Source: an optimization exercise on an open RTL-to-GDS flow (aim: small area and a short achievable clock period). Production flows keep margins and buffers that such runs may drop.
Only simulation tests tie the RTL to the original design; equivalence was not proved.
No activity file was given, so power comes from the tool's default toggle rates.

// bit_twiddle
module bit_twiddle (
    input  wire         clk,
    input  wire         rst,
    input  wire         in_valid,
    input  wire [5:0]   cmd,
    input  wire [127:0] value,
    input  wire [127:0] distance,
    output reg          out_valid,
    output reg  [1:0]   status,
    output reg  [127:0] result
);
Size: ~3300 cells after synthesis, about 320 flip-flops, roughly 400 I/O pins.
==> flow/config.mk <==
export PLATFORM = sky130hd
export DESIGN_NAME = bit_twiddle
export DESIGN_NICKNAME = bit_twiddle
export VERILOG_FILES = /design/flow/design.v
export SDC_FILE = /design/flow/constraint.sdc
export NUM_CORES = 4
export LEC_CHECK = 0
export CAP_MARGIN = 40
export CELL_PAD_IN_SITES_DETAIL_PLACEMENT = 1
export CELL_PAD_IN_SITES_GLOBAL_PLACEMENT = 1
export CORE_MARGIN = 2
export CORE_UTILIZATION = 40
export PLACE_DENSITY = 0.65
export SETUP_SLACK_MARGIN = 5
export SLEW_MARGIN = 40
==> flow/constraint.sdc <==
create_clock -name core_clock -period 9.0 [get_ports {clk}]
set_input_delay 1.8000 -clock core_clock [delete_from_list [all_inputs] [get_ports {clk}]]
set_output_delay 1.8000 -clock core_clock [all_outputs]
set_load 0.01 [all_outputs]
standard.sh (not shown) runs the stock make flow with config.mk's settings and CLKGATE_MAP_FILE= SYNTH_SCRIPT=/design/flow/synth_recipe.tcl, a recipe that flattens the netlist after the stock synthesis.
==> flow/flow/run.sh <==
#!/bin/bash
set -euo pipefail
bash standard.sh "BUFFER_PORTS_ARGS=-buffer_cell sky130_fd_sc_hd__buf_1" SETUP_SLACK_MARGIN=5.7 finish > standard.log 2>&1
The first run produced a clean layout.
Change:
==> flow/flow/run.sh (replaced) <==
#!/bin/bash
# Layout flow: the standard flow (standard.sh: the standard synthesis,
# floorplan, placement, CTS, routing), except that the ports are buffered
# with plain buffers (buf_1) instead of the delay buffers buffer_ports picks
# by default. Every input and output port still gets its own buffer.
set -euo pipefail
bash standard.sh "BUFFER_PORTS_ARGS=-buffer_cell sky130_fd_sc_hd__buf_1" finish > standard.log 2>&1
--- a/flow/config.mk
+++ b/flow/config.mk
@@ -7,8 +7,9 @@
 export LEC_CHECK = 0
+export ABC_CLOCK_PERIOD_IN_PS = 3400
 export CAP_MARGIN = 40
-export CELL_PAD_IN_SITES_DETAIL_PLACEMENT = 1
-export CELL_PAD_IN_SITES_GLOBAL_PLACEMENT = 1
+export CELL_PAD_IN_SITES_DETAIL_PLACEMENT = 2
+export CELL_PAD_IN_SITES_GLOBAL_PLACEMENT = 2
 export CORE_MARGIN = 2
-export CORE_UTILIZATION = 40
-export PLACE_DENSITY = 0.65
+export CORE_UTILIZATION = 30
+export PLACE_DENSITY = 0.55
 export SETUP_SLACK_MARGIN = 5
=> The changed run finished with timing, DRC and antenna clean. Register-to-register slack degrades by 440 ps. Routed wire length grows by 3.5%. Combinational power fell by about 18%. Count of clock-buffer cells in the layout is higher by 6. Hold slack degrades by 7.6 ps. Synthesized area stays the same. Clock power is higher by about 9%. Via count goes down by 6.3%. Setup slack is worse by 340 ps. Synthesized cell count stays the same.
Change:
==> flow/flow/run.sh (replaced) <==
#!/bin/bash
set -euo pipefail
bash standard.sh "BUFFER_PORTS_ARGS=-buffer_cell sky130_fd_sc_hd__buf_1" SETUP_SLACK_MARGIN=6.0 finish > standard.log 2>&1
--- a/flow/config.mk
+++ b/flow/config.mk
@@ -7,3 +7,2 @@
 export LEC_CHECK = 0
-export ABC_CLOCK_PERIOD_IN_PS = 3400
 export CAP_MARGIN = 40
@@ -12,4 +11,4 @@
 export CORE_MARGIN = 2
-export CORE_UTILIZATION = 30
-export PLACE_DENSITY = 0.55
+export CORE_UTILIZATION = 55
+export PLACE_DENSITY = 0.7
 export SETUP_SLACK_MARGIN = 5
Now the flow did not get past global placement without I/O; area after synthesis does not change; synthesized cell count does not change.
Change:
==> flow/flow/run.sh (replaced) <==
#!/bin/bash
set -euo pipefail
bash standard.sh "BUFFER_PORTS_ARGS=-buffer_cell sky130_fd_sc_hd__buf_1" SETUP_SLACK_MARGIN=5.4 finish > standard.log 2>&1
--- a/flow/config.mk
+++ b/flow/config.mk
@@ -8,7 +8,7 @@
 export CAP_MARGIN = 40
-export CELL_PAD_IN_SITES_DETAIL_PLACEMENT = 2
-export CELL_PAD_IN_SITES_GLOBAL_PLACEMENT = 2
+export CELL_PAD_IN_SITES_DETAIL_PLACEMENT = 1
+export CELL_PAD_IN_SITES_GLOBAL_PLACEMENT = 1
 export CORE_MARGIN = 2
-export CORE_UTILIZATION = 55
-export PLACE_DENSITY = 0.7
+export CORE_UTILIZATION = 45
+export PLACE_DENSITY = 0.68
 export SETUP_SLACK_MARGIN = 5
Effect:
- The changed run completed with no timing, DRC or antenna violations
- area after synthesis stays the same
- synthesized cell count is unchanged
Change:
==> flow/flow/run.sh (replaced) <==
#!/bin/bash
set -euo pipefail
bash standard.sh "BUFFER_PORTS_ARGS=-buffer_cell sky130_fd_sc_hd__buf_1" SETUP_SLACK_MARGIN=5.2 finish > standard.log 2>&1
--- a/flow/config.mk
+++ b/flow/config.mk
@@ -11,4 +11,4 @@
 export CORE_MARGIN = 2
-export CORE_UTILIZATION = 45
-export PLACE_DENSITY = 0.68
+export CORE_UTILIZATION = 40
+export PLACE_DENSITY = 0.65
 export SETUP_SLACK_MARGIN = 5
After rerunning:
- routed wire length drops by a little under a tenth
- synthesized area does not change
- power drops by roughly a tenth
- utilization drops by 7.7 points
- hold slack gets worse by 6.8 ps
Change:
==> flow/flow/run.sh (replaced) <==
#!/bin/bash
set -euo pipefail
bash standard.sh "BUFFER_PORTS_ARGS=-buffer_cell sky130_fd_sc_hd__buf_1" SETUP_SLACK_MARGIN=6.0 finish > standard.log 2>&1
--- a/flow/config.mk
+++ b/flow/config.mk
@@ -7,8 +7,9 @@
 export LEC_CHECK = 0
+export ABC_CLOCK_PERIOD_IN_PS = 3400
 export CAP_MARGIN = 40
-export CELL_PAD_IN_SITES_DETAIL_PLACEMENT = 1
-export CELL_PAD_IN_SITES_GLOBAL_PLACEMENT = 1
+export CELL_PAD_IN_SITES_DETAIL_PLACEMENT = 2
+export CELL_PAD_IN_SITES_GLOBAL_PLACEMENT = 2
 export CORE_MARGIN = 2
-export CORE_UTILIZATION = 40
-export PLACE_DENSITY = 0.65
+export CORE_UTILIZATION = 30
+export PLACE_DENSITY = 0.55
 export SETUP_SLACK_MARGIN = 5
- The changed run completed without violations
- first-iteration DRC count decreases by 20%
- synthesized area stays the same
- sequential share of layout area is lower by 2.9 points

==> separate check: timing with driven ports <==
In the flow no input, the clock included, has a driving cell. The finished layouts below were timed again as built, in two steps.
Step 1 sets driving cells, clkbuf_16 on the clock port and buf_2 on the other inputs (assumed; they add their load-dependent delay and slew).
Step 2, shift: input delay + t, output delay - t, t = (earliest + latest rising clock arrival at the registers) / 2. This alone moves slack from input paths to output paths.
a / b / c = ideal / step 1 / step 2; a / b = the first two.
run	t, ns	slack for setup (ns)	worst setup path after step 2	latest minus earliest clock arrival (ns)	worst data-port slew with drivers (ns)
the first run	0.637	5.235 / 5.247 / 4.610	input to register	0.033 / 0.033	0.09
the second run	0.674	4.899 / 4.899 / 4.341	input to register	0.027 / 0.027	0.07
the fourth run	0.631	5.151 / 5.151 / 4.573	input to register	0.051 / 0.050	0.08
the fifth run	0.625	5.124 / 5.124 / 4.538	input to register	0.036 / 0.035	0.07
the sixth run	0.650	5.089 / 5.089 / 4.648	input to register	0.050 / 0.050	0.10
After both steps setup and hold are still met in every run listed. The setup slack of the first run, which loses most, moves by +0.012 ns with the drivers and by -0.625 ns with both steps.
